This design comes from an exercise in tuning for small area, a short achievable clock period and few clock cycles per item on the open sky130 flow, not from production work. Only simulation tests tie the RTL to the original design; equivalence was not proved.

==> flow/design.v, too long to show whole: its modules and the start of the top module <==
// module htv_sq: 1022 lines
// module htv_sqrnd: 18 lines
// module htv_fadd: 19 lines
// module htv_fnorm: 24 lines
// module htv_amdem: 201 lines
module htv_amdem (
    input  wire        clk,
    input  wire        rst,
    input  wire        in_valid,
    output wire        in_ready,
    input  wire [31:0] in_i,
    input  wire [31:0] in_q,
    output wire        out_valid,
    input  wire        out_ready,
    output reg  [31:0] out_mag
);
  // ...
==> flow/flow/run.sh <==
#!/bin/bash
# Standard layout (the standard.sh: standard synthesis and ORFS flow),
# with the timing repair asked to leave a setup margin, so that it works on
# paths well inside the 20 ns clock period.  The SDC is the standard flow's, unchanged.
set -euo pipefail
bash standard.sh SETUP_SLACK_MARGIN=14.5 finish > standard_flow.log 2>&1
==> flow/standard.sh <==
#!/bin/bash
# synth_recipe.tcl (not shown) runs the flow's synth.tcl, then flattens the netlist and writes it again
# the make line also repeats each setting of config.mk as NAME=value (left out here)
make -C /OpenROAD-flow-scripts/flow DESIGN_CONFIG=/design/flow/config.mk WORK_HOME=/design/flow/orfs CLKGATE_MAP_FILE= SYNTH_SCRIPT=/design/flow/synth_recipe.tcl "${@:-finish}"
==> flow/config.mk <==
export PLATFORM = sky130hd
export DESIGN_NAME = htv_amdem
export DESIGN_NICKNAME = htv_amdem
export VERILOG_FILES = /design/flow/design.v
export SDC_FILE = /design/flow/constraint.sdc
export NUM_CORES = 4
export LEC_CHECK = 0
export ABC_AREA = 1
export CAP_MARGIN = 20
export CORE_MARGIN = 2
export CORE_UTILIZATION = 60
export SLEW_MARGIN = 20
==> flow/constraint.sdc <==
create_clock -name core_clock -period 20.0 [get_ports {clk}]
set_input_delay 4.0000 -clock core_clock [delete_from_list [all_inputs] [get_ports {clk}]]
set_output_delay 4.0000 -clock core_clock [all_outputs]
set_load 0.01 [all_outputs]
==> metrics.cfg, run 1 <==
[timing]
hold-worst-slack_ns = 0.403
hold_violations = 0

[critical_path]
worst-path-max-fanout = 4
critical_path.max_stage_delay_ns = 0.59

[clocking]
clock_latency_ns = 0.68
post_cts_resized = 218
cts_inserted_buffers = 81
cts_num_sinks = 715
cts.clk_slew.worst_paths_ns = 0.06
post_cts_buffers = 83

[finish]
largestClassByArea = multi-input combinational cells
seq-cell-share = 0.289
postLayoutCellArea_mm2 = 0.0736
n_sequential_cell = 715

[floorplan]
well_tap_count = 1403
fp.dieArea_mm2 = 0.111

[detailed_routing]
via_per_inst = 5.71
detail_route.wirelength_um = 181000
first_iter_violations = 4559

[grt]
groute.layer.met2.usage = 0.531
groute.layer.met3.usage = 0.0433
grt_antenna_before_repair = 2

[hold_path]
holdCritPathClass = flip-flop to flip-flop

[run_status]
result_of_the_run = complete, no violations

[synth]
synth-seq-area-share = 0.329

[place]
dp_cells = 9282

Testbench counts, summed over its fixed seeds: cycles 3,320, samples 3,200.
==> module htv_amdem, before the edit <==
module htv_amdem (
    input  wire        clk,
    input  wire        rst,
    input  wire        in_valid,
    output wire        in_ready,
    input  wire [31:0] in_i,
    input  wire [31:0] in_q,
    output wire        out_valid,
    input  wire        out_ready,
    output reg  [31:0] out_mag
);
    localparam [25:0] CUT  = 26'h1AAAA90;
    localparam        CUTS = 1'b1;
    localparam        SQSPLIT = 1'b0;
    reg         ne, full;        
    reg         rdy, ovl;        
    reg  [31:0] skid;
    wire        adv = !full;     
    assign in_ready  = rdy;
    assign out_valid = ovl;
    reg         v0;
    reg  [30:0] xi, xq;
    always @(posedge clk) begin
        if (rst) v0 <= 1'b0;
        else if (adv) v0 <= in_valid;
        if (adv) begin
            xi <= in_i[30:0];
            xq <= in_q[30:0];
        end
    end
    wire [7:0]  ei = xi[30:23], eq = xq[30:23];
    wire        sw = (eq > ei);             
    wire [7:0]  dx = sw ? eq - ei : ei - eq;
    wire [47:0] sxi, syi, sxq, syq;
    htv_sq u_sqi (.f(xi[22:0]), .x(sxi), .y(syi));
    htv_sq u_sqq (.f(xq[22:0]), .x(sxq), .y(syq));
    wire        i_nan = (ei == 8'hFF) && (xi[22:0] != 23'd0);
    wire        q_nan = (eq == 8'hFF) && (xq[22:0] != 23'd0);
    reg         v1;
    reg  [7:0]  ei1, eq1;
    reg  [3:0]  dh1;
    reg         sw1, far1, nan1, inf1, si1, sq1;
    wire [25:0] pi1, pq1;
    always @(posedge clk) begin
        if (rst) v1 <= 1'b0;
        else if (adv) v1 <= v0;
        if (adv) begin
            ei1  <= ei;
            eq1  <= eq;
            sw1  <= sw;
            dh1  <= dx[3:0];
            far1 <= (dx > 8'd13);
            nan1 <= i_nan | q_nan;
            inf1 <= (ei == 8'hFF) | (eq == 8'hFF);   
            si1  <= (xi[10:0] != 11'd0);     
            sq1  <= (xq[10:0] != 11'd0);
        end
    end
    generate
        if (SQSPLIT) begin : g_sqs
            wire [22:0] li = {1'b0, sxi[21:0]} + {1'b0, syi[21:0]};
            wire [22:0] lq = {1'b0, sxq[21:0]} + {1'b0, syq[21:0]};
            reg  [25:0] xir, yir, xqr, yqr;
            reg         cir, cqr;
            always @(posedge clk) if (adv) begin
                xir <= sxi[47:22]; yir <= syi[47:22]; cir <= li[22];
                xqr <= sxq[47:22]; yqr <= syq[47:22]; cqr <= lq[22];
            end
            assign pi1 = xir + yir + {25'd0, cir};
            assign pq1 = xqr + yqr + {25'd0, cqr};
        end else begin : g_sqn
            wire [47:0] pi_w = sxi + syi;
            wire [47:0] pq_w = sxq + syq;
            reg  [25:0] pir, pqr;
            always @(posedge clk) if (adv) begin
                pir <= pi_w[47:22];
                pqr <= pq_w[47:22];
            end
            assign pi1 = pir;
            assign pq1 = pqr;
        end
    endgenerate
    wire [7:0]  ea1 = sw1 ? eq1 : ei1;
    wire [7:0]  eb1 = sw1 ? ei1 : eq1;
    wire [25:0] pa1 = sw1 ? pq1 : pi1;
    wire [25:0] pb1 = sw1 ? pi1 : pq1;
    wire        sa1 = sw1 ? sq1 : si1;
    wire        sb1 = sw1 ? si1 : sq1;
    wire [24:0] ahi, amsk, bhi, bmsk;
    wire        arup, brup;
    htv_sqrnd u_ra (.ex(ea1), .p(pa1), .st21(sa1), .hi(ahi), .msk(amsk), .rup(arup));
    htv_sqrnd u_rb (.ex(eb1), .p(pb1), .st21(sb1), .hi(bhi), .msk(bmsk), .rup(brup));
    wire [28:0] s_w;
    htv_fadd u_add (.ahi(ahi), .amsk(amsk), .arup(arup), .bhi(bhi), .bmsk(bmsk), .brup(brup),
                    .dh(dh1), .far(far1), .s(s_w));
    wire        inf2_w = inf1 | (ea1 > 8'd190);
    wire        v2;
    wire [28:0] s2;
    wire [7:0]  ea2;
    wire        nan2, inf2;
    generate
        if (CUTS) begin : g_cs
            reg vr; reg [28:0] sr; reg [7:0] er; reg nr, ir;
            always @(posedge clk) begin
                if (rst) vr <= 1'b0;
                else if (adv) vr <= v1;
                if (adv) begin
                    sr <= s_w; er <= ea1; nr <= nan1; ir <= inf2_w;
                end
            end
            assign v2 = vr; assign s2 = sr; assign ea2 = er; assign nan2 = nr; assign inf2 = ir;
        end else begin : g_ns
            assign v2 = v1; assign s2 = s_w; assign ea2 = ea1; assign nan2 = nan1; assign inf2 = inf2_w;
        end
    endgenerate
    wire [24:0] m0;
    wire        up0, zero0;
    htv_fnorm u_nrm (.s(s2), .m2(m0), .up(up0), .zero(zero0));
    wire        big0 = inf2 | (ea2 == 8'd190 && up0);
    wire [7:0]  x0 = (nan2 | big0) ? 8'hFF : (zero0 ? 8'h00 : ea2 + {7'd0, up0});
    wire [24:0] q  [0:25];    
    wire [26:0] r  [0:25];    
    wire [24:0] m  [0:25];    
    wire [7:0]  xe [0:25];
    wire        xn [0:25];
    wire        vv [0:25];
    genvar j;
    generate
        if (CUT[0]) begin : g_c0
            reg [24:0] mr; reg [7:0] xr; reg nr; reg vr;
            always @(posedge clk) begin
                if (rst) vr <= 1'b0;
                else if (adv) vr <= v2;
                if (adv) begin
                    mr <= m0; xr <= x0; nr <= nan2;
                end
            end
            assign m[0] = mr; assign xe[0] = xr; assign xn[0] = nr; assign vv[0] = vr;
        end else begin : g_n0
            assign m[0] = m0; assign xe[0] = x0; assign xn[0] = nan2; assign vv[0] = v2;
        end
        assign q[0] = 25'd0; assign r[0] = 27'd0;
        for (j = 1; j <= 25; j = j + 1) begin : g_step
            wire [j+1:0] t = {r[j-1][j-1:0], m[j-1][24:23]};
            wire         fit;
            wire [j:0]   rn;
            if (j == 1) begin : g_s1
                assign fit = 1'b1;
                assign rn  = t[1:0] - 2'd1;
            end else begin : g_sn
                wire [j:0]   s = {q[j-1][j-2:0], 2'b01};
                wire [j+2:0] d = {1'b0, t} - {2'b00, s};
                assign fit = !d[j+2];
                assign rn  = fit ? d[j:0] : t[j:0];
            end
            wire [24:0]  qn;
            if (j == 1) begin : g_q1
                assign qn = 25'd1;
            end else begin : g_qn
                assign qn = {{(25-j){1'b0}}, q[j-1][j-2:0], fit};
            end
            wire [26:0]  rw = (j == 25) ? 27'd0 : {{(26-j){1'b0}}, rn};
            wire [24:0]  mw = {m[j-1][22:0], 2'b00};
            if (CUT[j]) begin : g_reg
                reg [24:0] qr; reg [26:0] rr; reg [24:0] mr; reg [7:0] xr; reg nr; reg vr;
                always @(posedge clk) begin
                    if (rst) vr <= 1'b0;
                    else if (adv) vr <= vv[j-1];
                    if (adv) begin
                        qr <= qn; rr <= rw; mr <= mw; xr <= xe[j-1]; nr <= xn[j-1];
                    end
                end
                assign q[j] = qr; assign r[j] = rr; assign m[j] = mr;
                assign xe[j] = xr; assign xn[j] = nr; assign vv[j] = vr;
            end else begin : g_wire
                assign q[j] = qn; assign r[j] = rw; assign m[j] = mw;
                assign xe[j] = xe[j-1]; assign xn[j] = xn[j-1]; assign vv[j] = vv[j-1];
            end
        end
    endgenerate
    wire [7:0]  xf = xe[25];
    wire [30:0] pk = {xf - 8'd1, 23'd0} + {7'd0, q[25][24:1]} + {30'd0, q[25][0]};
    wire [31:0] res = (xf == 8'hFF) ? (xn[25] ? 32'h7FC00000 : 32'h7F800000) :
                      (xf == 8'h00) ? 32'h00000000 : {1'b0, pk};
    wire        push = adv & vv[25];
    always @(posedge clk) begin
        if (rst) begin
            ne   <= 1'b0;
            full <= 1'b0;
            ovl  <= 1'b0;
            rdy  <= 1'b1;
        end else begin
            ne   <= push | full | (ne & !out_ready);
            full <= !out_ready & (full | (ne & push));
            ovl  <= push | full | (ne & !out_ready);
            rdy  <= !(!out_ready & (full | (ne & push)));
        end
        if (ne & !full) skid <= res;
        if (!ne || out_ready) out_mag <= full ? skid : res;
    end
endmodule
==> inputs of run 2 (changes only) <==
--- a/flow/design.v
+++ b/flow/design.v
@@ -1094,3 +1094,3 @@
 );
-    localparam [25:0] CUT  = 26'h1AAAA90;
+    localparam [25:0] CUT  = 26'h1AAAAA8;
     localparam        CUTS = 1'b1;
--- a/flow/config.mk
+++ b/flow/config.mk
@@ -10,3 +10,3 @@
 export CORE_MARGIN = 2
-export CORE_UTILIZATION = 60
+export CORE_UTILIZATION = 65
 export SLEW_MARGIN = 20
==> metrics.cfg, run 2 <==
[run_status]
result_of_the_run = complete, no violations  ; unchanged

[job]
cap_violations = 0  ; unchanged

[grt]
groute.layer.met3.usage = 0.0561  ; was 0.0433
grt_first_pass_wirelength_um = 275000  ; was 281,000 um
grt_busiest_layer = met2  ; unchanged
grt.overflow.total = 0  ; unchanged
grt.total_usage = 0.333  ; was 0.319
grt_pass1_vias = 53900  ; was 52,900
grt_antenna_before_repair = 3  ; was 2
groute.layer.met2.usage = 0.557  ; was 0.531
grt_max_degree = 181  ; was 187
grt_use_met1 = 0.431  ; was 0.426

[floorplan]
core_area_mm2 = 0.100  ; was 0.107 mm^2
fp.dieArea_mm2 = 0.103  ; was 0.111 mm^2
num_rows = 116  ; was 120
initial_utilization = 0.654  ; was 0.605
die_x_um = 321  ; was 333 um
io-pin-count = 102  ; unchanged
die_h_um = 321  ; was 333 um

[synth]
synth_cells = 7959  ; was 7,953
most_common_cell_in_the_synthesized_netlist = sky130_fd_sc_hd__nand2_1  ; unchanged
yosys.area.top_type_share = 0.336  ; was 0.323
ys.warnings.count = 2  ; unchanged
synth_top_cells_by_area = sky130_fd_sc_hd__edfxtp_1 (34%), sky130_fd_sc_hd__fa_1 (13%), sky130_fd_sc_hd__nand2_1 (12%)  ; was sky130_fd_sc_hd__edfxtp_1 (32%), sky130_fd_sc_hd__fa_1 (13%), sky130_fd_sc_hd__nand2_1 (12%)
synth.ff_latch_count = 750  ; was 715
synth-edff-count = 732  ; was 698
syn_std_cell_area_mm2 = 0.0654  ; was 0.0648 mm^2
synth_area_per_cell_um2 = 8.22  ; was 8.15 um^2
synth-seq-area-share = 0.341  ; was 0.329
synthFlopType = sky130_fd_sc_hd__edfxtp_1  ; unchanged
async_flop_share = 0  ; unchanged
synth.cells.most_frequent = sky130_fd_sc_hd__nand2_1 (2,105), sky130_fd_sc_hd__inv_1 (1,314), sky130_fd_sc_hd__edfxtp_1 (732)  ; was sky130_fd_sc_hd__nand2_1 (2,095), sky130_fd_sc_hd__inv_1 (1,301), sky130_fd_sc_hd__edfxtp_1 (698)
netlist.top_cell.by_area = sky130_fd_sc_hd__edfxtp_1  ; unchanged
netlist-cell-type-count = 64  ; was 68

[clocking]
cts.clk_slew.worst_paths_ns = 0.07  ; was 0.06 ns
buffer_cell_driving_the_clock_tree_root = sky130_fd_sc_hd__clkbuf_16  ; unchanged
clock_latency_ns = 0.69  ; was 0.68 ns
cts_num_sinks = 750  ; was 715
postCtsHoldBufs = 0  ; unchanged
cts_inserted_buffers = 83  ; was 81
cts_tree = yes  ; unchanged
maximum_root_to_sink_buffer_count = 3  ; unchanged
ctsHtreeMaxLevel = 3  ; unchanged

[timing]
timing.final.setup_violations = 0  ; unchanged
layout_min_cycle_time_ns = 5.63  ; was 5.40 ns
tightest_slew_ns = 1.24  ; was 1.06 ns
report.final.slew_viol_count = 0  ; unchanged
final_min_period_over_clock_period = 0.282  ; was 0.270
rsz_0062_raised_after_global_routing = true  ; unchanged
worst_slew_margin_rel = 0.167  ; was 0.283
timing.fmax_mhz = 178  ; was 185 MHz
hold_violations = 0  ; unchanged
timing.clock.skew_ns = 0.0446  ; was 0.0438 ns
setup_slack_ns = 14.37  ; was 14.60 ns
setup_total_negative_slack_ns = 0  ; unchanged

[finish]
multi_input_comb_area_mm2 = 0.0388  ; was 0.0392 mm^2
seqCellArea_mm2 = 0.0223  ; was 0.0213 mm^2
number_of_inserted_filler_cells_in_the_final_layout = 7208  ; was 8,692
most-common-layout-cells = sky130_fd_sc_hd__nand2_1 (2,009), sky130_fd_sc_hd__inv_1 (1,285), sky130_fd_sc_hd__edfxtp_1 (732)  ; was sky130_fd_sc_hd__nand2_1 (2,057), sky130_fd_sc_hd__inv_1 (1,276), sky130_fd_sc_hd__edfxtp_1 (698)
postLayoutCellArea_mm2 = 0.0745  ; was 0.0736 mm^2
final_common_cell = sky130_fd_sc_hd__nand2_1  ; unchanged
post_route_cells_drive_above_1_share = 0.101  ; was 0.102
finish.net_count = 9187  ; was 9,132
fin_cells = 9601  ; was 9,644
largest_register_ff_count = 173  ; was 168
reg.largest.list = g_step.g_reg.rr x173, g_step.g_reg.qr x155, g_step.g_reg.xr x96  ; was g_step.g_reg.rr x168, g_step.g_reg.qr x152, g_step.g_reg.xr x88
area_growth_syn_to_layout_pct = 13.9  ; was 13.5%
top_register = g_step.g_reg.rr  ; unchanged
post-route-util = 0.745  ; was 0.687

[detailed_routing]
first_iter_violations = 5247  ; was 4,559
ant_nets = 0  ; unchanged
routedWlPerCell_um = 18.6  ; was 18.8 um
vias = 56000  ; was 55,100
via_per_inst = 5.83  ; was 5.71
detail_route.wirelength_um = 178000  ; was 181,000 um
post-route-drc-count = 0  ; unchanged
first_pass_iters = 8  ; was 7

[critical_path]
cp-start-kind = flip-flop  ; unchanged
worstSetupEndpointType = flip-flop  ; unchanged
critPathRequiredTime_ns = 20.54  ; was 20.38 ns
worst-path-max-fanout = 8  ; was 4
worst_ep_arrival_time_ns = 6.18  ; was 5.78 ns
critical_path.max_stage_delay_ns = 0.42  ; was 0.59 ns
criticalPathCategory = flip-flop to flip-flop  ; unchanged
path_common_cell = sky130_fd_sc_hd__nand2_2  ; was sky130_fd_sc_hd__inv_1
worst_path_max_delay_cell = sky130_fd_sc_hd__edfxtp_1  ; was sky130_fd_sc_hd__fa_2

[place]
place.gp.congestion = 0.986  ; was 1.00
buffer_ports.inserted = 98  ; unchanged
pre_cts_ws_ns = 12.45  ; was 12.42 ns
dp_cells = 9186  ; was 9,282
placed_area_mm2 = 0.0675  ; was 0.0670 mm^2
hpwlAfterDp_um = 126000  ; was 133,000 um

[hold_path]
holdCritPathClass = flip-flop to flip-flop  ; unchanged

## run 2: per-layer routing
layer  share of wire  vias to the layer above
met1            0.40                    26500
met5         0.00012                        -
met3           0.082                      568
met2            0.47                     2523
li1                -                    26400
met4           0.048                        4
## run 2: area by class of cell
class,instances,share of cell area
clock buffers,93,0.0284
diodes,1,0.0000336
well taps,1298,0.0218
inverters,1334,0.0681
multi-input cells,5654,0.521
flip-flops and latches,750,0.300
repair buffers,401,0.0510
repair inverters,9,0.000873
clock inverters,61,0.00930
## run 2: metrics by stage
| step | hold slack (ns) |
|---|---|
| 2_1_floorplan | 0.400 |
| 3_3_place_gp | 0.401 |
| 3_5_place_dp | 0.405 |
| 4_1_cts | 0.415 |
| 5_1_grt | 0.423 |
| 6_report | 0.408 |
## run 2: final timing paths
kind / startpoint / to / slack, ns / cells after the start
worst min register to register: g_step[3].g_reg.nr / g_step[5].g_reg.nr / 0.41 / 0
worst max register to register: g_step[17].g_reg.qr[0] / g_step[19].g_reg.rr[18] / 14.37 / 40
worst max-delay path: g_step[17].g_reg.qr[0] / g_step[19].g_reg.rr[18] / 14.37 / 40
worst min-delay path: g_step[3].g_reg.nr / g_step[5].g_reg.nr / 0.41 / 0
## run 2: logic make-up after synthesis
kind of cell             Yosys count  synth area share
AO/OA/AOI/OAI                   1269             0.107
XOR/XNOR                         333            0.0446
adder cells (fa/ha/maj)          886             0.218
buffers and inverters           1562            0.0913
flip-flops                       750             0.341
multiplexers                       5          0.000765
other                              2          0.000115
AND/OR/NAND/NOR                 3152             0.196
## run 2: critical path, delay by kind of cell (launching register included)
family | cells | cell delay [ns]
and+or+nand+nor | 19 | 2.07
AOI/OAI and AO/OA | 12 | 1.50
adders and majority gates | 3 | 0.77
buffers and inverters | 6 | 0.71
DFF | 1 | 0.42
## run 2: what timing repair did
action | CTS | global route
setup buffers | 128 | 109
gates resized for setup | 222 | 367
endpoints found under the setup margin | 189 | 156
pin swaps | 49 | 124
gates cloned | 15 | 8
Testbench counts of run 2, summed over its fixed seeds: cycles 3,328, samples 3,200.
==> inputs of run 3 (changes only) <==
--- a/flow/design.v
+++ b/flow/design.v
@@ -1094,3 +1094,3 @@
 );
-    localparam [25:0] CUT  = 26'h1AAAAA8;
+    localparam [25:0] CUT  = 26'h1AAAA90;
     localparam        CUTS = 1'b1;
--- a/flow/config.mk
+++ b/flow/config.mk
@@ -11,2 +11,3 @@
 export CORE_UTILIZATION = 65
+export CTS_BUF_LIST = sky130_fd_sc_hd__clkbuf_8
 export SLEW_MARGIN = 20
==> metrics.cfg, run 3 <==
[detailed_routing]
post-route-drc-count = 0  ; unchanged
ant_nets = 0  ; unchanged
via_per_inst = 5.74  ; was 5.83
first_iter_violations = 4468  ; was 5,247
routedWlPerCell_um = 17.9  ; was 18.6 um
first_pass_iters = 8  ; unchanged
detail_route.wirelength_um = 171000  ; was 178,000 um
vias = 54900  ; was 56,000

[synth]
synth_cells = 7953  ; was 7,959
netlist-cell-type-count = 68  ; was 64
async_flop_share = 0  ; unchanged
synth-edff-count = 698  ; was 732
synth.ff_latch_count = 715  ; was 750
synth_area_per_cell_um2 = 8.15  ; was 8.22 um^2
synth.cells.most_frequent = sky130_fd_sc_hd__nand2_1 (2,095), sky130_fd_sc_hd__inv_1 (1,301), sky130_fd_sc_hd__edfxtp_1 (698)  ; was sky130_fd_sc_hd__nand2_1 (2,105), sky130_fd_sc_hd__inv_1 (1,314), sky130_fd_sc_hd__edfxtp_1 (732)
ys.warnings.count = 2  ; unchanged
synth-seq-area-share = 0.329  ; was 0.341
most_common_cell_in_the_synthesized_netlist = sky130_fd_sc_hd__nand2_1  ; unchanged
netlist.top_cell.by_area = sky130_fd_sc_hd__edfxtp_1  ; unchanged
synthFlopType = sky130_fd_sc_hd__edfxtp_1  ; unchanged
syn_std_cell_area_mm2 = 0.0648  ; was 0.0654 mm^2
yosys.area.top_type_share = 0.323  ; was 0.336
synth_top_cells_by_area = sky130_fd_sc_hd__edfxtp_1 (32%), sky130_fd_sc_hd__fa_1 (13%), sky130_fd_sc_hd__nand2_1 (12%)  ; was sky130_fd_sc_hd__edfxtp_1 (34%), sky130_fd_sc_hd__fa_1 (13%), sky130_fd_sc_hd__nand2_1 (12%)

[finish]
area_growth_syn_to_layout_pct = 12.6  ; was 13.9%
post-route-util = 0.741  ; was 0.745
most-common-layout-cells = sky130_fd_sc_hd__nand2_1 (2,049), sky130_fd_sc_hd__inv_1 (1,312), sky130_fd_sc_hd__edfxtp_1 (698)  ; was sky130_fd_sc_hd__nand2_1 (2,009), sky130_fd_sc_hd__inv_1 (1,285), sky130_fd_sc_hd__edfxtp_1 (732)
post_route_cells_drive_above_1_share = 0.107  ; was 0.101
finish.net_count = 9138  ; was 9,187
largest_register_ff_count = 168  ; was 173
final_common_cell = sky130_fd_sc_hd__nand2_1  ; unchanged
top_register = g_step.g_reg.rr  ; unchanged
reg.largest.list = g_step.g_reg.rr x168, g_step.g_reg.qr x152, g_step.g_reg.xr x88  ; was g_step.g_reg.rr x173, g_step.g_reg.qr x155, g_step.g_reg.xr x96
postLayoutCellArea_mm2 = 0.0730  ; was 0.0745 mm^2

[critical_path]
critPathLaunch = g_step[15].g_reg.qr[0]  ; was g_step[17].g_reg.qr[0]
r2r-end = g_step[17].g_reg.rr[15]  ; was g_step[19].g_reg.rr[18]
worstSetupEndpointType = flip-flop  ; unchanged
timing.reg2reg.setup_slack_ns = 14.54  ; was 14.37 ns
worst_ep_arrival_time_ns = 6.03  ; was 6.18 ns
criticalPathCategory = flip-flop to flip-flop  ; unchanged
worst_path_max_delay_cell = sky130_fd_sc_hd__edfxtp_1  ; unchanged
path_common_cell = sky130_fd_sc_hd__nand2_1  ; was sky130_fd_sc_hd__nand2_2
rr_startpoint = g_step[15].g_reg.qr[0]  ; was g_step[17].g_reg.qr[0]
critPathRequiredTime_ns = 20.58  ; was 20.54 ns
critical_path.max_stage_delay_ns = 0.40  ; was 0.42 ns
worst-path-max-fanout = 6  ; was 8
cp-start-kind = flip-flop  ; unchanged
worstRegToRegCells = 38  ; was 40

[timing]
timing.clock.skew_ns = 0.0833  ; was 0.0446 ns
setup_slack_ns = 14.54  ; was 14.37 ns
worst_slew_margin_rel = 0.106  ; was 0.167
timing.fmax_mhz = 183  ; was 178 MHz
timing.final.setup_violations = 0  ; unchanged
hold_violations = 0  ; unchanged
final_min_period_over_clock_period = 0.273  ; was 0.282
rsz_0062_raised_after_global_routing = true  ; unchanged
report.final.slew_viol_count = 0  ; unchanged
setup_total_negative_slack_ns = 0  ; unchanged
tightest_slew_ns = 1.33  ; was 1.24 ns
layout_min_cycle_time_ns = 5.46  ; was 5.63 ns

[floorplan]
initial_utilization = 0.658  ; was 0.654
fp.dieArea_mm2 = 0.102  ; was 0.103 mm^2
io-pin-count = 102  ; unchanged
die_x_um = 320  ; was 321 um
die_h_um = 320  ; was 321 um
num_rows = 115  ; was 116
core_area_mm2 = 0.0986  ; was 0.100 mm^2

[hold_path]
timing.hold.worst.start = g_step[11].g_reg.xr[3]  ; was g_step[3].g_reg.nr
holdCritPathClass = flip-flop to flip-flop  ; unchanged
worstHoldEndpoint = g_step[13].g_reg.xr[3]  ; was g_step[5].g_reg.nr
hold-path-cell-count = 0  ; unchanged

[clocking]
cts_num_sinks = 715  ; was 750
cts.clk_slew.worst_paths_ns = 0.07  ; about the same
ctsHtreeMaxLevel = 3  ; unchanged
cts_inserted_buffers = 120  ; was 83
maximum_root_to_sink_buffer_count = 3  ; unchanged
clock_latency_ns = 0.84  ; was 0.69 ns
postCtsHoldBufs = 0  ; unchanged
cts_tree = yes  ; unchanged
buffer_cell_driving_the_clock_tree_root = sky130_fd_sc_hd__clkbuf_8  ; was sky130_fd_sc_hd__clkbuf_16

[place]
placed_area_mm2 = 0.0669  ; was 0.0675 mm^2
pre_cts_ws_ns = 12.31  ; was 12.45 ns
place.gp.congestion = 0.964  ; was 0.986
hpwlAfterDp_um = 123000  ; was 126,000 um
buffer_ports.inserted = 98  ; unchanged

[grt]
grt.total_usage = 0.322  ; was 0.333
grt_antenna_before_repair = 1  ; was 3
grt.overflow.total = 0  ; unchanged
grt_pass1_vias = 52400  ; was 53,900
grt_max_degree = 182  ; was 181
grt_first_pass_wirelength_um = 265000  ; was 275,000 um

[run_status]
result_of_the_run = complete, no violations  ; unchanged

[job]
cap_violations = 0  ; unchanged

==> run 3: cell types whose count changed in the layout (fill, tap and decap cells not counted), moves of 33 or more <==
cell | previous run | this run
sky130_fd_sc_hd__nor2_1 | 442 | 407
sky130_fd_sc_hd__clkbuf_8 | 0 | 120
sky130_fd_sc_hd__dlygate4sd2_1 | 33 | 0
sky130_fd_sc_hd__nand2_1 | 2009 | 2049
sky130_fd_sc_hd__buf_4 | 232 | 169
sky130_fd_sc_hd__clkbuf_16 | 89 | 7
sky130_fd_sc_hd__edfxtp_1 | 732 | 698
==> run 3: kinds of logic after synthesis <==
family	synth area share
fa+ha+maj	0.221
xor+xnor	0.0439
flops	0.329
buf+inv	0.0931
compound gates	0.111
other cells	0.000116
simple gates	0.202
mux	0.000927
==> run 3: worst max path at each step <==
stage | to | slack [ns] | depth (start not counted)
floorplan | g_sqn.pir[24] | 14.63 | 23
detailed placement | g_cs.sr[26] | 12.31 | 31
finish | g_step[17].g_reg.rr[15] | 14.54 | 38
global placement | g_cs.sr[26] | 12.48 | 31
CTS | g_cs.sr[26] | 14.47 | 35
global route | g_step[17].g_reg.rr[15] | 14.29 | 38
==> run 3: layer usage <==
layer | global-route usage | up-vias | wire length (um)
li1 | - | 26300 | -
met1 | 0.414 | 25900 | 69300
met3 | 0.0391 | 497 | 11200
met4 | 0.137 | 0 | 8610
met2 | 0.551 | 2172 | 81900
met5 | 0 | - | 0
==> run 3: worst max-delay path: cells and delay by family (launching register included) <==
kind                       cells  cell delay, ns
and+or+nand+nor               12            1.16
buffers and inverters          8            0.96
AOI/OAI and AO/OA             15            1.87
adders and majority gates      3            0.82
DFF                            1            0.40
==> run 3: timing repair <==
item | in CTS | in global routing
pin swaps | 23 | 107
endpoints found under the setup margin | 204 | 186
gates cloned | 14 | 17
buffers inserted | 42 | 104
resized for setup | 253 | 416
==> run 3: layout make-up <==
type / instances / area, um^2
antenna: 3 / 7.51
clock buffer: 120 / 1650
clock inverter: 105 / 878
fill: 7417 / 25600
inverter: 1333 / 5080
multi-input combinational: 5690 / 39400
sequential: 715 / 21300
tap: 1287 / 1610
timing repair buffer: 316 / 3000
timing repair inverter: 6 / 42.5
==> run 3: stage by stage <==
| stage | hold WS [ns] | std cells |
|---|---|---|
| after floorplan | 0.400 | 7954 |
| after global placement | 0.400 | 9169 |
| after detailed placement | 0.405 | 9170 |
| after CTS | 0.371 | 9451 |
| after global routing | 0.367 | 9574 |
| final | 0.367 | 9575 |
Testbench counts of run 3, summed over its fixed seeds: cycles 3,320, samples 3,200.
==> inputs of run 4 (changes only) <==
--- a/flow/config.mk
+++ b/flow/config.mk
@@ -12,2 +12,3 @@
 export CTS_BUF_LIST = sky130_fd_sc_hd__clkbuf_8
+export GPL_TIMING_DRIVEN = 0
 export SLEW_MARGIN = 20
==> metrics.cfg, run 4 <==
[clocking]
clock_latency_ns = 0.85  ; was 0.84 ns
cts_num_sinks = 715  ; unchanged
postCtsHoldBufs = 0  ; unchanged
cts_tree = yes  ; unchanged
buffer_cell_driving_the_clock_tree_root = sky130_fd_sc_hd__clkbuf_8  ; unchanged
maximum_root_to_sink_buffer_count = 3  ; unchanged
cts.clk_slew.worst_paths_ns = 0.06  ; was 0.07 ns
cts_inserted_buffers = 116  ; was 120
ctsHtreeMaxLevel = 3  ; unchanged

[critical_path]
worst-path-max-fanout = 6  ; unchanged
worstSetupEndpointType = flip-flop  ; unchanged
worst_ep_arrival_time_ns = 6.01  ; was 6.03 ns
critPathRequiredTime_ns = 20.53  ; was 20.58 ns
timing.reg2reg.setup_slack_ns = 14.52  ; was 14.54 ns
rr_startpoint = xi[12]  ; was g_step[15].g_reg.qr[0]
criticalPathCategory = flip-flop to flip-flop  ; unchanged
r2r-end = g_sqn.pir[22]  ; was g_step[17].g_reg.rr[15]
cp-start-kind = flip-flop  ; unchanged
worstRegToRegCells = 20  ; was 38

[timing]
timing.final.setup_violations = 0  ; unchanged
final_min_period_over_clock_period = 0.274  ; was 0.273
hold-worst-slack_ns = 0.380  ; was 0.367 ns
timing.fmax_mhz = 183  ; about the same
worst_slew_margin_rel = 0.169  ; was 0.106
report.final.slew_viol_count = 0  ; unchanged
layout_min_cycle_time_ns = 5.48  ; was 5.46 ns
tightest_slew_ns = 1.23  ; was 1.33 ns
setup_total_negative_slack_ns = 0  ; unchanged
rsz_0062_raised_after_global_routing = true  ; unchanged
timing.clock.skew_ns = 0.0811  ; was 0.0833 ns
hold_violations = 0  ; unchanged

[synth]
synth_top_family_by_area = adder cells  ; unchanged
syn_std_cell_area_mm2 = 0.0648  ; unchanged
synth_top_cells_by_area = sky130_fd_sc_hd__edfxtp_1 (32%), sky130_fd_sc_hd__fa_1 (13%), sky130_fd_sc_hd__nand2_1 (12%)  ; unchanged
synth.cells.most_frequent = sky130_fd_sc_hd__nand2_1 (2,095), sky130_fd_sc_hd__inv_1 (1,301), sky130_fd_sc_hd__edfxtp_1 (698)  ; unchanged
synth-compound-area-share = 0.111  ; unchanged
async_flop_share = 0  ; unchanged
most_common_cell_in_the_synthesized_netlist = sky130_fd_sc_hd__nand2_1  ; unchanged
synth.ff_latch_count = 715  ; unchanged
synth-edff-count = 698  ; unchanged
netlist-cell-type-count = 68  ; unchanged
ys.warnings.count = 2  ; unchanged
netlist.top_cell.by_area = sky130_fd_sc_hd__edfxtp_1  ; unchanged
synth.area.mux_share = 0.000927  ; unchanged
synth_simple_gate_area_frac = 0.202  ; unchanged
synthFlopType = sky130_fd_sc_hd__edfxtp_1  ; unchanged
synth_cells = 7953  ; unchanged
synth_area_per_cell_um2 = 8.15  ; unchanged
yosys.area.top_type_share = 0.323  ; unchanged
synth-seq-area-share = 0.329  ; unchanged
xor_xnor_share_of_the_synthesized_area = 0.0439  ; unchanged
synth_fa_ha_area_frac = 0.221  ; unchanged

[place]
buffer_ports.inserted = 98  ; unchanged
dp_cells = 9344  ; was 9,170
place.gp.congestion = 0.994  ; was 0.964
hpwlAfterDp_um = 140000  ; was 123,000 um

[finish]
multi_input_comb_area_mm2 = 0.0389  ; was 0.0394 mm^2
most-common-layout-cells = sky130_fd_sc_hd__nand2_1 (2,055), sky130_fd_sc_hd__inv_1 (1,298), sky130_fd_sc_hd__edfxtp_1 (698)  ; was sky130_fd_sc_hd__nand2_1 (2,049), sky130_fd_sc_hd__inv_1 (1,312), sky130_fd_sc_hd__edfxtp_1 (698)
finish.net_count = 9262  ; was 9,138
largest_register_ff_count = 168  ; unchanged
number_of_inserted_filler_cells_in_the_final_layout = 7251  ; was 7,417
area_growth_syn_to_layout_pct = 12.7  ; was 12.6%
reg.largest.list = g_step.g_reg.rr x168, g_step.g_reg.qr x152, g_step.g_reg.xr x88  ; unchanged
seqCellArea_mm2 = 0.0213  ; about the same
top_register = g_step.g_reg.rr  ; unchanged
fin_cells = 9693  ; was 9,575
post-route-util = 0.741  ; about the same
post_route_cells_drive_above_1_share = 0.112  ; was 0.107
final_common_cell = sky130_fd_sc_hd__nand2_1  ; unchanged

[detailed_routing]
first_pass_iters = 7  ; was 8
routedWlPerCell_um = 19.0  ; was 17.9 um
first_iter_violations = 5416  ; was 4,468
via_per_inst = 5.80  ; was 5.74
vias = 56300  ; was 54,900
detail_route.wirelength_um = 184000  ; was 171,000 um
post-route-drc-count = 0  ; unchanged
ant_nets = 0  ; unchanged

[floorplan]
die_x_um = 320  ; unchanged
fp.dieArea_mm2 = 0.102  ; unchanged
initial_utilization = 0.658  ; unchanged
num_rows = 115  ; unchanged
io-pin-count = 102  ; unchanged
die_h_um = 320  ; unchanged
core_area_mm2 = 0.0986  ; unchanged

[grt]
grt_max_degree = 137  ; was 182
grt_first_pass_wirelength_um = 285000  ; was 265,000 um
grt_antenna_before_repair = 2  ; was 1
grt.overflow.total = 0  ; unchanged
grt_pass1_vias = 55100  ; was 52,400
grt.total_usage = 0.352  ; was 0.322

[job]
cap_violations = 0  ; unchanged

[hold_path]
worstHoldEndpoint = g_step[7].g_reg.xr[4]  ; was g_step[13].g_reg.xr[3]
holdCritPathClass = flip-flop to flip-flop  ; unchanged
timing.hold.worst.start = g_step[4].g_reg.xr[4]  ; was g_step[11].g_reg.xr[3]
hold-path-cell-count = 0  ; unchanged

[run_status]
result_of_the_run = complete, no violations  ; unchanged

==> run 4: how the worst max path moves through the flow <==
stage                           start                endpoint  slack [ns]  depth (start not counted)
2_1_floorplan                  xi[18]           g_sqn.pir[24]       14.63                         23
4_1_cts                         xq[9]           g_sqn.pqr[18]       14.48                         17
6_report                       xi[12]           g_sqn.pir[22]       14.52                         20
3_5_place_dp   g_step[15].g_reg.qr[0]  g_step[17].g_reg.rr[6]       13.26                         37
5_1_grt        g_step[15].g_reg.qr[0]  g_step[17].g_reg.rr[4]       14.29                         37
3_3_place_gp                   xq[11]           g_sqn.pqr[18]       13.28                         17
==> run 4: cells by family (layout without fill, tap and decap cells) <==
kind of cell	Yosys count	count (layout)
other	2	5
buffers and inverters	1564	2014
adders and majority gates	888	888
and+or+nand+nor	3156	3156
AOI/OAI and AO/OA	1297	1297
DFF	715	715
muxes	6	6
xor gates and xnor gates	325	325
==> run 4: worst max-delay path: stages, from the launching register on <==
cell	delay, ns
sky130_fd_sc_hd__edfxtp_1	0.44
sky130_fd_sc_hd__buf_6	0.18
sky130_fd_sc_hd__or2_2	0.31
sky130_fd_sc_hd__fa_1	0.50
sky130_fd_sc_hd__inv_1	0.08
sky130_fd_sc_hd__fa_1	0.43
sky130_fd_sc_hd__inv_1	0.08
sky130_fd_sc_hd__fa_1	0.42
sky130_fd_sc_hd__inv_2	0.07
sky130_fd_sc_hd__fa_1	0.44
sky130_fd_sc_hd__fa_1	0.57
sky130_fd_sc_hd__ha_4	0.23
sky130_fd_sc_hd__a21oi_1	0.19
sky130_fd_sc_hd__inv_1	0.12
sky130_fd_sc_hd__a31oi_1	0.23
sky130_fd_sc_hd__o211ai_1	0.15
sky130_fd_sc_hd__a21oi_2	0.30
sky130_fd_sc_hd__o21ai_2	0.11
sky130_fd_sc_hd__nand2_2	0.10
sky130_fd_sc_hd__o311ai_4	0.10
sky130_fd_sc_hd__xor2_1	0.19
==> run 4: routing by layer <==
metal	global-route usage	share of wire	wire, um
met3	0.0534	0.076	14100
met5	0	0	0
met2	0.593	0.47	87400
met1	0.443	0.39	72300
met4	0.179	0.056	10200
==> run 4: layout make-up <==
class / instances / area share
diodes: 2 / 0.0000685
plain buffers: 231 / 0.0227
clock buffers: 116 / 0.0219
clock inverters: 100 / 0.0144
inverters: 1333 / 0.0687
multi-input cells: 5675 / 0.532
flip-flops and latches: 715 / 0.292
well taps: 1287 / 0.0220
repair buffers: 234 / 0.0266
==> run 4: timing repair <==
action / in CTS / in global routing
setup buffers: 23 / 107
pin swaps: 17 / 95
gates cloned: 0 / 1
setup endpoints to repair: 202 / 173
resized for setup: 420 / 470
==> run 4: stage by stage <==
| step | instance area, um^2 | setup slack, ns |
|---|---|---|
| finish | 73100 | 14.52 |
| global route | 73100 | 14.29 |
| CTS | 71000 | 14.48 |
| detailed placement | 67600 | 13.26 |
| global placement | 67400 | 13.28 |
| floorplan | 64800 | 14.63 |
==> inputs of run 5 (changes only) <==
--- a/flow/config.mk
+++ b/flow/config.mk
@@ -10,5 +10,4 @@
 export CORE_MARGIN = 2
-export CORE_UTILIZATION = 65
+export CORE_UTILIZATION = 68
 export CTS_BUF_LIST = sky130_fd_sc_hd__clkbuf_8
-export GPL_TIMING_DRIVEN = 0
 export SLEW_MARGIN = 20
==> metrics.cfg, run 5 <==
[synth]
netlist-cell-type-count = 68  ; unchanged
synth_area_per_cell_um2 = 8.15  ; unchanged
ys.warnings.count = 2  ; unchanged
async_flop_share = 0  ; unchanged
synthFlopType = sky130_fd_sc_hd__edfxtp_1  ; unchanged
synth_cells = 7953  ; unchanged
netlist.top_cell.by_area = sky130_fd_sc_hd__edfxtp_1  ; unchanged
synth.ff_latch_count = 715  ; unchanged
syn_std_cell_area_mm2 = 0.0648  ; unchanged
synth_top_cells_by_area = sky130_fd_sc_hd__edfxtp_1 (32%), sky130_fd_sc_hd__fa_1 (13%), sky130_fd_sc_hd__nand2_1 (12%)  ; unchanged
most_common_cell_in_the_synthesized_netlist = sky130_fd_sc_hd__nand2_1  ; unchanged
synth-seq-area-share = 0.329  ; unchanged
yosys.area.top_type_share = 0.323  ; unchanged
synth.cells.most_frequent = sky130_fd_sc_hd__nand2_1 (2,095), sky130_fd_sc_hd__inv_1 (1,301), sky130_fd_sc_hd__edfxtp_1 (698)  ; unchanged
synth-edff-count = 698  ; unchanged

[timing]
setup_total_negative_slack_ns = 0  ; unchanged
worst_slew_margin_rel = 0.100  ; was 0.169
timing.clock.skew_ns = 0.0633  ; was 0.0811 ns
tightest_slew_ns = 1.34  ; was 1.23 ns
final_min_period_over_clock_period = 0.272  ; was 0.274
layout_min_cycle_time_ns = 5.44  ; was 5.48 ns
report.final.slew_viol_count = 0  ; unchanged
timing.fmax_mhz = 184  ; was 183 MHz
timing.final.setup_violations = 0  ; unchanged
rsz_0062_raised_after_global_routing = true  ; unchanged
hold_violations = 0  ; unchanged

[detailed_routing]
first_iter_violations = 6112  ; was 5,416
routedWlPerCell_um = 18.4  ; was 19.0 um
via_per_inst = 5.84  ; was 5.80
vias = 55700  ; was 56,300
first_pass_iters = 7  ; unchanged
post-route-drc-count = 0  ; unchanged
ant_nets = 0  ; unchanged
detail_route.wirelength_um = 176000  ; was 184,000 um

[grt]
grt_pass1_vias = 54000  ; was 55,100
grt.overflow.total = 0  ; unchanged
grt_max_degree = 178  ; was 137
grt_antenna_before_repair = 3  ; was 2
grt.total_usage = 0.347  ; was 0.352
grt_first_pass_wirelength_um = 273000  ; was 285,000 um

[clocking]
cts_inserted_buffers = 118  ; was 116
cts_num_sinks = 715  ; unchanged
buffer_cell_driving_the_clock_tree_root = sky130_fd_sc_hd__clkbuf_8  ; unchanged
postCtsHoldBufs = 0  ; unchanged
cts.clk_slew.worst_paths_ns = 0.06  ; about the same
ctsHtreeMaxLevel = 3  ; unchanged
maximum_root_to_sink_buffer_count = 3  ; unchanged
clock_latency_ns = 0.85  ; about the same
cts_tree = yes  ; unchanged

[finish]
postLayoutCellArea_mm2 = 0.0730  ; was 0.0731 mm^2
number_of_inserted_filler_cells_in_the_final_layout = 6657  ; was 7,251
final_common_cell = sky130_fd_sc_hd__nand2_1  ; unchanged
finish.net_count = 9136  ; was 9,262
most-common-layout-cells = sky130_fd_sc_hd__nand2_1 (2,054), sky130_fd_sc_hd__inv_1 (1,313), sky130_fd_sc_hd__edfxtp_1 (698)  ; was sky130_fd_sc_hd__nand2_1 (2,055), sky130_fd_sc_hd__inv_1 (1,298), sky130_fd_sc_hd__edfxtp_1 (698)
area_growth_syn_to_layout_pct = 12.6  ; was 12.7%
post_route_cells_drive_above_1_share = 0.106  ; was 0.112
multi_input_comb_area_mm2 = 0.0393  ; was 0.0389 mm^2
largest_register_ff_count = 168  ; unchanged
reg.largest.list = g_step.g_reg.rr x168, g_step.g_reg.qr x152, g_step.g_reg.xr x88  ; unchanged
seqCellArea_mm2 = 0.0213  ; about the same
top_register = g_step.g_reg.rr  ; unchanged

[place]
buffer_ports.inserted = 98  ; unchanged
place.gp.congestion = 1.01  ; was 0.994
placed_area_mm2 = 0.0668  ; was 0.0676 mm^2
hpwlAfterDp_um = 124000  ; was 140,000 um

[floorplan]
core_area_mm2 = 0.0947  ; was 0.0986 mm^2
die_h_um = 313  ; was 320 um
die_x_um = 313  ; was 320 um
fp.dieArea_mm2 = 0.0978  ; was 0.102 mm^2
initial_utilization = 0.684  ; was 0.658
io-pin-count = 102  ; unchanged
num_rows = 113  ; was 115

[hold_path]
holdCritPathClass = flip-flop to flip-flop  ; unchanged

[critical_path]
worst-path-max-fanout = 5  ; was 6
worst_ep_arrival_time_ns = 6.02  ; was 6.01 ns
critPathRequiredTime_ns = 20.58  ; was 20.53 ns
worstSetupEndpointType = flip-flop  ; unchanged
criticalPathCategory = flip-flop to flip-flop  ; unchanged
cp-start-kind = flip-flop  ; unchanged

[job]
cap_violations = 0  ; unchanged

[run_status]
result_of_the_run = complete, no violations  ; unchanged

## run 5: final timing paths
check | from | endpoint | slack, ns | cells after the start
setup reg to reg | xq[10] | g_sqn.pqr[22] | 14.56 | 18
setup / recovery | xq[10] | g_sqn.pqr[22] | 14.56 | 18
hold reg to reg | g_step[4].g_reg.mr[11] | g_step[7].g_reg.mr[17] | 0.39 | 0
hold / removal | g_step[4].g_reg.mr[11] | g_step[7].g_reg.mr[17] | 0.39 | 0
## run 5: timing repair
action,CTS,global route
buffers inserted,70,84
setup endpoints to repair,207,181
cloned,18,12
pin swaps,42,107
resized for setup,277,354
## run 5: metrics by stage
stage                     hold slack (ns)   util  instances  worst slack [ns]
after floorplan                     0.400      -       7954             14.63
final                               0.393  0.770       9547             14.56
after global routing                0.403  0.770       9546             14.31
after detailed placement            0.405  0.705       9141             12.15
after global placement              0.400  0.705       9141             12.26
after CTS                           0.386  0.747       9448             14.49
## run 5: logic make-up (layout without fill, tap and decap cells)
kind of cell	after synthesis	in the layout	synth area share
compound gates	1297	1297	0.111
xor+xnor	325	325	0.0439
fa+ha+maj	888	888	0.221
buf+inv	1564	1877	0.0931
flops	715	715	0.329
mux	6	6	0.000927
other cells	2	6	0.000116
simple gates	3156	3168	0.202
## run 5: critical path, cell delays in order (launching register included)
cell and delay [ns]:
sky130_fd_sc_hd__edfxtp_1 0.42, sky130_fd_sc_hd__inv_1 0.24, sky130_fd_sc_hd__nand2_1 0.13, sky130_fd_sc_hd__fa_1 0.54
sky130_fd_sc_hd__inv_1 0.06, sky130_fd_sc_hd__fa_1 0.39, sky130_fd_sc_hd__inv_1 0.08, sky130_fd_sc_hd__fa_1 0.43
sky130_fd_sc_hd__inv_1 0.09, sky130_fd_sc_hd__fa_1 0.42, sky130_fd_sc_hd__fa_1 0.47, sky130_fd_sc_hd__ha_1 0.41
sky130_fd_sc_hd__a21oi_1 0.24, sky130_fd_sc_hd__o21ai_0 0.16, sky130_fd_sc_hd__a221oi_1 0.36, sky130_fd_sc_hd__o21ai_2 0.17
sky130_fd_sc_hd__a31oi_1 0.26, sky130_fd_sc_hd__o21ai_1 0.14, sky130_fd_sc_hd__xor2_1 0.17
## run 5: final cells by class
type                       count  share of cell area
inverter                    1333              0.0697
clock inverter                95              0.0114
timing repair inverter         7            0.000703
timing repair buffer         318              0.0421
multi-input combinational   5687               0.539
clock buffer                 124              0.0234
sequential                   715               0.292
antenna                        3            0.000103
tap                         1265              0.0217
## run 5: per-layer routing
metal	wire length, um	share of wire	track usage
met5	15	0.000085	0
met1	69100	0.39	0.445
met3	14000	0.080	0.0530
met2	83000	0.47	0.577
met4	9630	0.055	0.169
==> inputs of run 6 (changes only) <==
--- a/flow/flow/run.sh
+++ b/flow/flow/run.sh
@@ -5,2 +5,2 @@
 set -euo pipefail
-bash standard.sh SETUP_SLACK_MARGIN=14.5 finish > standard_flow.log 2>&1
+bash standard.sh SETUP_SLACK_MARGIN=14 finish > standard_flow.log 2>&1
--- a/flow/config.mk
+++ b/flow/config.mk
@@ -10,4 +10,3 @@
 export CORE_MARGIN = 2
-export CORE_UTILIZATION = 68
-export CTS_BUF_LIST = sky130_fd_sc_hd__clkbuf_8
+export CORE_UTILIZATION = 70
 export SLEW_MARGIN = 20
==> metrics.cfg, run 6 <==
[place]
buffer_ports.inserted = 98  ; unchanged
hpwlAfterDp_um = 124000  ; about the same
place.gp.congestion = 0.995  ; was 1.01

[detailed_routing]
first_iter_violations = 4859  ; was 6,112
first_pass_iters = 7  ; unchanged
routedWlPerCell_um = 17.9  ; was 18.4 um
post-route-drc-count = 0  ; unchanged
ant_nets = 0  ; unchanged
vias = 54200  ; was 55,700
via_per_inst = 5.85  ; was 5.84
detail_route.wirelength_um = 166000  ; was 176,000 um

[floorplan]
die_x_um = 308  ; was 313 um
fp.dieArea_mm2 = 0.0950  ; was 0.0978 mm^2
io-pin-count = 102  ; unchanged
core_area_mm2 = 0.0917  ; was 0.0947 mm^2
die_h_um = 308  ; was 313 um
num_rows = 111  ; was 113
initial_utilization = 0.707  ; was 0.684

[synth]
synth-seq-area-share = 0.329  ; unchanged
most_common_cell_in_the_synthesized_netlist = sky130_fd_sc_hd__nand2_1  ; unchanged
netlist.top_cell.by_area = sky130_fd_sc_hd__edfxtp_1  ; unchanged
synth_top_cells_by_area = sky130_fd_sc_hd__edfxtp_1 (32%), sky130_fd_sc_hd__fa_1 (13%), sky130_fd_sc_hd__nand2_1 (12%)  ; unchanged
synth.ff_latch_count = 715  ; unchanged
ys.warnings.count = 2  ; unchanged
synth-edff-count = 698  ; unchanged
synth.cells.most_frequent = sky130_fd_sc_hd__nand2_1 (2,095), sky130_fd_sc_hd__inv_1 (1,301), sky130_fd_sc_hd__edfxtp_1 (698)  ; unchanged
yosys.area.top_type_share = 0.323  ; unchanged
synth_area_per_cell_um2 = 8.15  ; unchanged
async_flop_share = 0  ; unchanged
synthFlopType = sky130_fd_sc_hd__edfxtp_1  ; unchanged
synth_cells = 7953  ; unchanged
netlist-cell-type-count = 68  ; unchanged
syn_std_cell_area_mm2 = 0.0648  ; unchanged

[finish]
top_register = g_step.g_reg.rr  ; unchanged
post_route_cells_drive_above_1_share = 0.0584  ; was 0.106
largest_register_ff_count = 168  ; unchanged
final_common_cell = sky130_fd_sc_hd__nand2_1  ; unchanged
area_growth_syn_to_layout_pct = 8.47  ; was 12.6%
most-common-layout-cells = sky130_fd_sc_hd__nand2_1 (2,084), sky130_fd_sc_hd__inv_1 (1,296), sky130_fd_sc_hd__edfxtp_1 (698)  ; was sky130_fd_sc_hd__nand2_1 (2,054), sky130_fd_sc_hd__inv_1 (1,313), sky130_fd_sc_hd__edfxtp_1 (698)
reg.largest.list = g_step.g_reg.rr x168, g_step.g_reg.qr x152, g_step.g_reg.xr x88  ; unchanged
post-route-util = 0.767  ; was 0.770
finish.net_count = 8977  ; was 9,136

[clocking]
ctsHtreeMaxLevel = 3  ; unchanged
maximum_root_to_sink_buffer_count = 3  ; unchanged
cts_inserted_buffers = 81  ; was 118
buffer_cell_driving_the_clock_tree_root = sky130_fd_sc_hd__clkbuf_16  ; was sky130_fd_sc_hd__clkbuf_8
cts_tree = yes  ; unchanged
cts.clk_slew.worst_paths_ns = 0.07  ; was 0.06 ns
postCtsHoldBufs = 0  ; unchanged
clock_latency_ns = 0.68  ; was 0.85 ns
cts_num_sinks = 715  ; unchanged

[timing]
rsz_0062_raised_after_global_routing = true  ; unchanged
report.final.slew_viol_count = 0  ; unchanged
timing.clock.skew_ns = 0.0341  ; was 0.0633 ns
timing.final.setup_violations = 0  ; unchanged
layout_min_cycle_time_ns = 5.86  ; was 5.44 ns
tightest_slew_ns = 1.26  ; was 1.34 ns
hold_violations = 0  ; unchanged
worst_slew_margin_rel = 0.148  ; was 0.100
setup_total_negative_slack_ns = 0  ; unchanged
final_min_period_over_clock_period = 0.293  ; was 0.272
timing.fmax_mhz = 171  ; was 184 MHz

[run_status]
result_of_the_run = complete, no violations  ; unchanged

[critical_path]
criticalPathCategory = flip-flop to flip-flop  ; unchanged
worstRegToRegCells = 18  ; unchanged
worst-path-max-fanout = 26  ; was 5
worst_ep_arrival_time_ns = 6.25  ; was 6.02 ns
cp-start-kind = flip-flop  ; unchanged
timing.reg2reg.setup_slack_ns = 14.14  ; was 14.56 ns
worstSetupEndpointType = flip-flop  ; unchanged
critPathRequiredTime_ns = 20.40  ; was 20.58 ns

[grt]
grt.overflow.total = 0  ; unchanged
grt_max_degree = 167  ; was 178
grt_antenna_before_repair = 1  ; was 3
grt_first_pass_wirelength_um = 264000  ; was 273,000 um
grt.total_usage = 0.347  ; about the same
grt_pass1_vias = 53600  ; was 54,000

[job]
cap_violations = 0  ; unchanged

[hold_path]
holdCritPathClass = flip-flop to flip-flop  ; unchanged
hold-path-cell-count = 0  ; unchanged

-- run 6: cell counts after synthesis --
No cell type changed its count.
-- run 6: per-stage QoR --
step                setup slack [ns]  std cells  instance area [um^2]  hold slack [ns]
floorplan                      14.39       7954                 64800            0.400
global placement               13.04       9065                 66700            0.401
detailed placement             12.90       9065                 66700            0.405
CTS                            14.00       9225                 69600            0.414
global route                   13.87       9266                 70300            0.419
finish                         14.14       9267                 70300            0.415
-- run 6: layout make-up --
class,instances,area [um^2]
clock inverters,43,389
inverters,1333,5050
repair inverters,6,35.0
clock buffers,99,2170
well taps,1186,1480
diodes,1,2.50
flip-flops and latches,715,21300
multi-input cells,5678,37900
fillers,6593,21400
repair buffers,206,1940
-- run 6: layer usage --
layer | up-vias | share of wire | global-route usage
li1 | 26000 | - | -
met1 | 25500 | 0.40 | 0.438
met2 | 2253 | 0.48 | 0.588
met3 | 512 | 0.071 | 0.0464
met4 | 0 | 0.054 | 0.177
met5 | - | 0 | 0
-- run 6: final timing paths --
path,from,to
worst max-delay path,xi[12],g_sqn.pir[22]
worst min register to register,g_step[4].g_reg.mr[12],g_step[7].g_reg.mr[18]
worst max register to register,xi[12],g_sqn.pir[22]
worst min-delay path,g_step[4].g_reg.mr[12],g_step[7].g_reg.mr[18]
-- run 6: worst max-delay path, cell delays in order (launching register included) --
cell	delay [ns]
sky130_fd_sc_hd__edfxtp_1	0.40
sky130_fd_sc_hd__buf_4	0.27
sky130_fd_sc_hd__or2_2	0.35
sky130_fd_sc_hd__fa_1	0.51
sky130_fd_sc_hd__inv_1	0.06
sky130_fd_sc_hd__fa_1	0.51
sky130_fd_sc_hd__fa_1	0.41
sky130_fd_sc_hd__fa_1	0.56
sky130_fd_sc_hd__fa_1	0.44
sky130_fd_sc_hd__ha_1	0.39
sky130_fd_sc_hd__a21oi_1	0.17
sky130_fd_sc_hd__inv_1	0.10
sky130_fd_sc_hd__a31oi_1	0.22
sky130_fd_sc_hd__o211ai_1	0.13
sky130_fd_sc_hd__a21oi_1	0.55
sky130_fd_sc_hd__o21ai_2	0.13
sky130_fd_sc_hd__nand2_1	0.11
sky130_fd_sc_hd__o311ai_1	0.10
sky130_fd_sc_hd__xor2_1	0.18
-- run 6: kinds of logic (layout without fill, tap and decap cells) --
kind of cell             after synthesis  after routing  share of synthesized area
multiplexers                           6              6                   0.000927
XOR/XNOR                             325            325                     0.0439
adder cells (fa/ha/maj)              888            888                      0.221
buffers and inverters               1564           1687                     0.0931
flip-flops                           715            715                      0.329
AND/OR/NAND/NOR                     3156           3159                      0.202
AO/OA/AOI/OAI                       1297           1297                      0.111
other                                  2              4                   0.000116
-- run 6: timing repair --
item                       CTS  global route
setup endpoints to repair  130           140
cloned                       7             4
resized for setup           45           117
setup buffers               11            36
pin swaps                    5            29
==> inputs of run 7 (changes only) <==
--- a/flow/flow/run.sh
+++ b/flow/flow/run.sh
@@ -5,2 +5,2 @@
 set -euo pipefail
-bash standard.sh SETUP_SLACK_MARGIN=14 finish > standard_flow.log 2>&1
+bash standard.sh SETUP_SLACK_MARGIN=14.75 finish > standard_flow.log 2>&1
--- a/flow/config.mk
+++ b/flow/config.mk
@@ -10,3 +10,3 @@
 export CORE_MARGIN = 2
-export CORE_UTILIZATION = 70
+export CORE_UTILIZATION = 65
 export SLEW_MARGIN = 20
==> metrics.cfg, run 7 <==
[synth]
most_common_cell_in_the_synthesized_netlist = sky130_fd_sc_hd__nand2_1  ; unchanged
netlist.top_cell.by_area = sky130_fd_sc_hd__edfxtp_1  ; unchanged
synthFlopType = sky130_fd_sc_hd__edfxtp_1  ; unchanged
synth_top_cells_by_area = sky130_fd_sc_hd__edfxtp_1 (32%), sky130_fd_sc_hd__fa_1 (13%), sky130_fd_sc_hd__nand2_1 (12%)  ; unchanged
yosys.area.top_type_share = 0.323  ; unchanged
ys.warnings.count = 2  ; unchanged
synth-seq-area-share = 0.329  ; unchanged
synth_cells = 7953  ; unchanged
synth-edff-count = 698  ; unchanged
synth.cells.most_frequent = sky130_fd_sc_hd__nand2_1 (2,095), sky130_fd_sc_hd__inv_1 (1,301), sky130_fd_sc_hd__edfxtp_1 (698)  ; unchanged
netlist-cell-type-count = 68  ; unchanged
synth_area_per_cell_um2 = 8.15  ; unchanged
synth.ff_latch_count = 715  ; unchanged
syn_std_cell_area_mm2 = 0.0648  ; unchanged
async_flop_share = 0  ; unchanged

[critical_path]
worst_ep_arrival_time_ns = 5.96  ; was 6.25 ns
worstSetupEndpointType = flip-flop  ; unchanged
cp-start-kind = flip-flop  ; unchanged
worst-path-max-fanout = 6  ; was 26
critPathRequiredTime_ns = 20.43  ; was 20.40 ns
criticalPathCategory = flip-flop to flip-flop  ; unchanged
worstRegToRegCells = 21  ; was 18

[timing]
report.final.slew_viol_count = 0  ; unchanged
layout_min_cycle_time_ns = 5.52  ; was 5.86 ns
hold_violations = 0  ; unchanged
setup_slack_ns = 14.48  ; was 14.14 ns
tightest_slew_ns = 1.29  ; was 1.26 ns
timing.final.setup_violations = 0  ; unchanged
rsz_0062_raised_after_global_routing = true  ; unchanged
setup_total_negative_slack_ns = 0  ; unchanged
timing.clock.skew_ns = 0.0298  ; was 0.0341 ns
timing.fmax_mhz = 181  ; was 171 MHz
final_min_period_over_clock_period = 0.276  ; was 0.293
worst_slew_margin_rel = 0.130  ; was 0.148

[finish]
most-common-layout-cells = sky130_fd_sc_hd__nand2_1 (1,957), sky130_fd_sc_hd__inv_1 (1,250), sky130_fd_sc_hd__edfxtp_1 (698)  ; was sky130_fd_sc_hd__nand2_1 (2,084), sky130_fd_sc_hd__inv_1 (1,296), sky130_fd_sc_hd__edfxtp_1 (698)
top_register = g_step.g_reg.rr  ; unchanged
fin_cells = 9666  ; was 9,267
finish.net_count = 9272  ; was 8,977
largest_register_ff_count = 168  ; unchanged
number_of_inserted_filler_cells_in_the_final_layout = 6724  ; was 6,593
post_route_cells_drive_above_1_share = 0.157  ; was 0.0584
reg.largest.list = g_step.g_reg.rr x168, g_step.g_reg.qr x152, g_step.g_reg.xr x88  ; unchanged
final_common_cell = sky130_fd_sc_hd__nand2_1  ; unchanged
area_growth_syn_to_layout_pct = 18.1  ; was 8.47%

[place]
place.gp.congestion = 0.991  ; was 0.995
hpwlAfterDp_um = 123000  ; was 124,000 um
dp_cells = 9171  ; was 9,065
pre_cts_ws_ns = 12.23  ; was 12.90 ns
buffer_ports.inserted = 98  ; unchanged

[grt]
grt_first_pass_wirelength_um = 274000  ; was 264,000 um
grt_pass1_vias = 53700  ; was 53,600
grt.overflow.total = 0  ; unchanged
grt_antenna_before_repair = 2  ; was 1
grt_max_degree = 152  ; was 167
grt.total_usage = 0.335  ; was 0.347

[detailed_routing]
ant_nets = 0  ; unchanged
vias = 56600  ; was 54,200
via_per_inst = 5.86  ; was 5.85
detail_route.wirelength_um = 184000  ; was 166,000 um
post-route-drc-count = 0  ; unchanged
first_iter_violations = 5493  ; was 4,859
routedWlPerCell_um = 19.0  ; was 17.9 um
first_pass_iters = 12  ; was 7

[run_status]
result_of_the_run = complete, no violations  ; unchanged

[hold_path]
hold-path-cell-count = 0  ; unchanged
holdCritPathClass = flip-flop to flip-flop  ; unchanged

[clocking]
cts.clk_slew.worst_paths_ns = 0.07  ; about the same
cts_tree = yes  ; unchanged
cts_num_sinks = 715  ; unchanged
cts_inserted_buffers = 79  ; was 81
clock_latency_ns = 0.67  ; was 0.68 ns
ctsHtreeMaxLevel = 3  ; unchanged
buffer_cell_driving_the_clock_tree_root = sky130_fd_sc_hd__clkbuf_16  ; unchanged
maximum_root_to_sink_buffer_count = 3  ; unchanged
postCtsHoldBufs = 0  ; unchanged

[floorplan]
io-pin-count = 102  ; unchanged
die_x_um = 320  ; was 308 um
initial_utilization = 0.658  ; was 0.707
core_area_mm2 = 0.0986  ; was 0.0917 mm^2
die_h_um = 320  ; was 308 um
fp.dieArea_mm2 = 0.102  ; was 0.0950 mm^2
num_rows = 115  ; was 111

[job]
cap_violations = 0  ; unchanged

run 7: cell counts after synthesis:
Identical to the previous run, type by type.
run 7: cells by family (layout without fill, tap and decap cells):
logic type               after synthesis  count (layout)  share of synthesized area
AND/OR/NAND/NOR                     3156            3170                      0.202
multiplexers                           6               6                   0.000927
XOR/XNOR                             325             325                     0.0439
flip-flops                           715             715                      0.329
other                                  2               5                   0.000116
adder cells (fa/ha/maj)              888             888                      0.221
buffers and inverters               1564            1973                     0.0931
AO/OA/AOI/OAI                       1297            1297                      0.111
run 7: critical path, stage by stage, from the launching register on:
cell	delay, ns
sky130_fd_sc_hd__edfxtp_1	0.51
sky130_fd_sc_hd__buf_4	0.19
sky130_fd_sc_hd__buf_4	0.12
sky130_fd_sc_hd__nand2_1	0.09
sky130_fd_sc_hd__fa_1	0.68
sky130_fd_sc_hd__inv_1	0.10
sky130_fd_sc_hd__fa_1	0.38
sky130_fd_sc_hd__inv_1	0.08
sky130_fd_sc_hd__fa_1	0.41
sky130_fd_sc_hd__inv_1	0.09
sky130_fd_sc_hd__fa_1	0.44
sky130_fd_sc_hd__fa_1	0.45
sky130_fd_sc_hd__ha_2	0.42
sky130_fd_sc_hd__a21oi_1	0.09
sky130_fd_sc_hd__inv_1	0.11
sky130_fd_sc_hd__a31oi_1	0.11
sky130_fd_sc_hd__o221ai_1	0.17
sky130_fd_sc_hd__inv_1	0.08
sky130_fd_sc_hd__o21ai_2	0.07
sky130_fd_sc_hd__nand2_1	0.10
sky130_fd_sc_hd__o311ai_2	0.25
sky130_fd_sc_hd__xor2_1	0.34
run 7: final timing paths:
kind	slack [ns]	end	start
setup / recovery	14.48	g_sqn.pir[22]	xi[21]
hold / removal	0.41	g_step[13].g_reg.nr	g_step[11].g_reg.nr
setup reg to reg	14.48	g_sqn.pir[22]	xi[21]
hold reg to reg	0.41	g_step[13].g_reg.nr	g_step[11].g_reg.nr
run 7: through the flow:
stage	hold WS (ns)	util	instance area, um^2
after floorplan	0.400	-	64800
after global placement	0.401	0.678	66900
after detailed placement	0.405	0.678	66900
after CTS	0.410	0.734	72300
after global routing	0.418	0.777	76600
final	0.414	0.777	76600
run 7: routing by layer:
metal | global-route usage | vias to the layer above | share of wire
met4 | 0.169 | 0 | 0.062
met3 | 0.0431 | 713 | 0.081
li1 | - | 26600 | -
met5 | 0 | - | 0
met1 | 0.433 | 26600 | 0.39
met2 | 0.557 | 2710 | 0.47
run 7: layout make-up:
type                       count  area [um^2]  area share
multi-input combinational   5689        41000       0.536
sequential                   715        21300       0.278
inverter                    1333         5100      0.0667
timing repair buffer         488         4760      0.0622
clock buffer                  90         2020      0.0264
tap                         1287         1610      0.0210
clock inverter                52          679     0.00887
timing repair inverter        10         83.8     0.00109
antenna                        2         5.00   0.0000654
run 7: timing repair:
item	CTS	global route
buffers inserted	135	174
gates resized for setup	517	657
pin swaps	92	269
endpoints found under the setup margin	215	279
cloned	22	19

-- separate check: timing with driven ports --
The results above use ideal ports. As a check the final layouts listed here were re-extracted and re-timed, cells and wires unchanged. Step 1 (the two cells are an assumption about what drives the block):
set clk [get_ports {clk}]
set_driving_cell -lib_cell sky130_fd_sc_hd__clkbuf_16 $clk
set_driving_cell -lib_cell sky130_fd_sc_hd__buf_2 [delete_from_list [all_inputs] $clk]
Step 2 also shifts input and output timing later by t, the mid clock arrival at the registers, as if the neighbouring blocks saw the same clock. a / b / c = no drivers / after step 1 / after step 2; a / b = the first two.
| run | t (ns) | setup WS [ns] | worst setup path at the end | clock arrival spread, ns |
|---|---|---|---|---|
| run 1 | 0.734 | 14.603 / 14.576 / 14.543 | input to register | 0.049 / 0.049 |
| run 2 | 0.742 | 14.368 / 14.368 / 14.368 | register to register | 0.047 / 0.047 |
| run 3 | 0.870 | 14.545 / 14.500 / 14.538 | input to register | 0.084 / 0.084 |
| run 4 | 0.889 | 14.521 / 14.480 / 14.513 | input to register | 0.088 / 0.089 |
| run 5 | 0.890 | 14.555 / 14.489 / 14.499 | input to register | 0.064 / 0.064 |
| run 6 | 0.738 | 14.142 / 14.142 / 14.142 | register to register | 0.043 / 0.043 |
| run 7 | 0.740 | 14.478 / 14.478 / 14.478 | register to register | 0.032 / 0.032 |
After both steps every run listed still meets setup and hold. The setup slack of run 1, which loses most, moves by -0.027 ns with the drivers and by -0.060 ns with both steps.
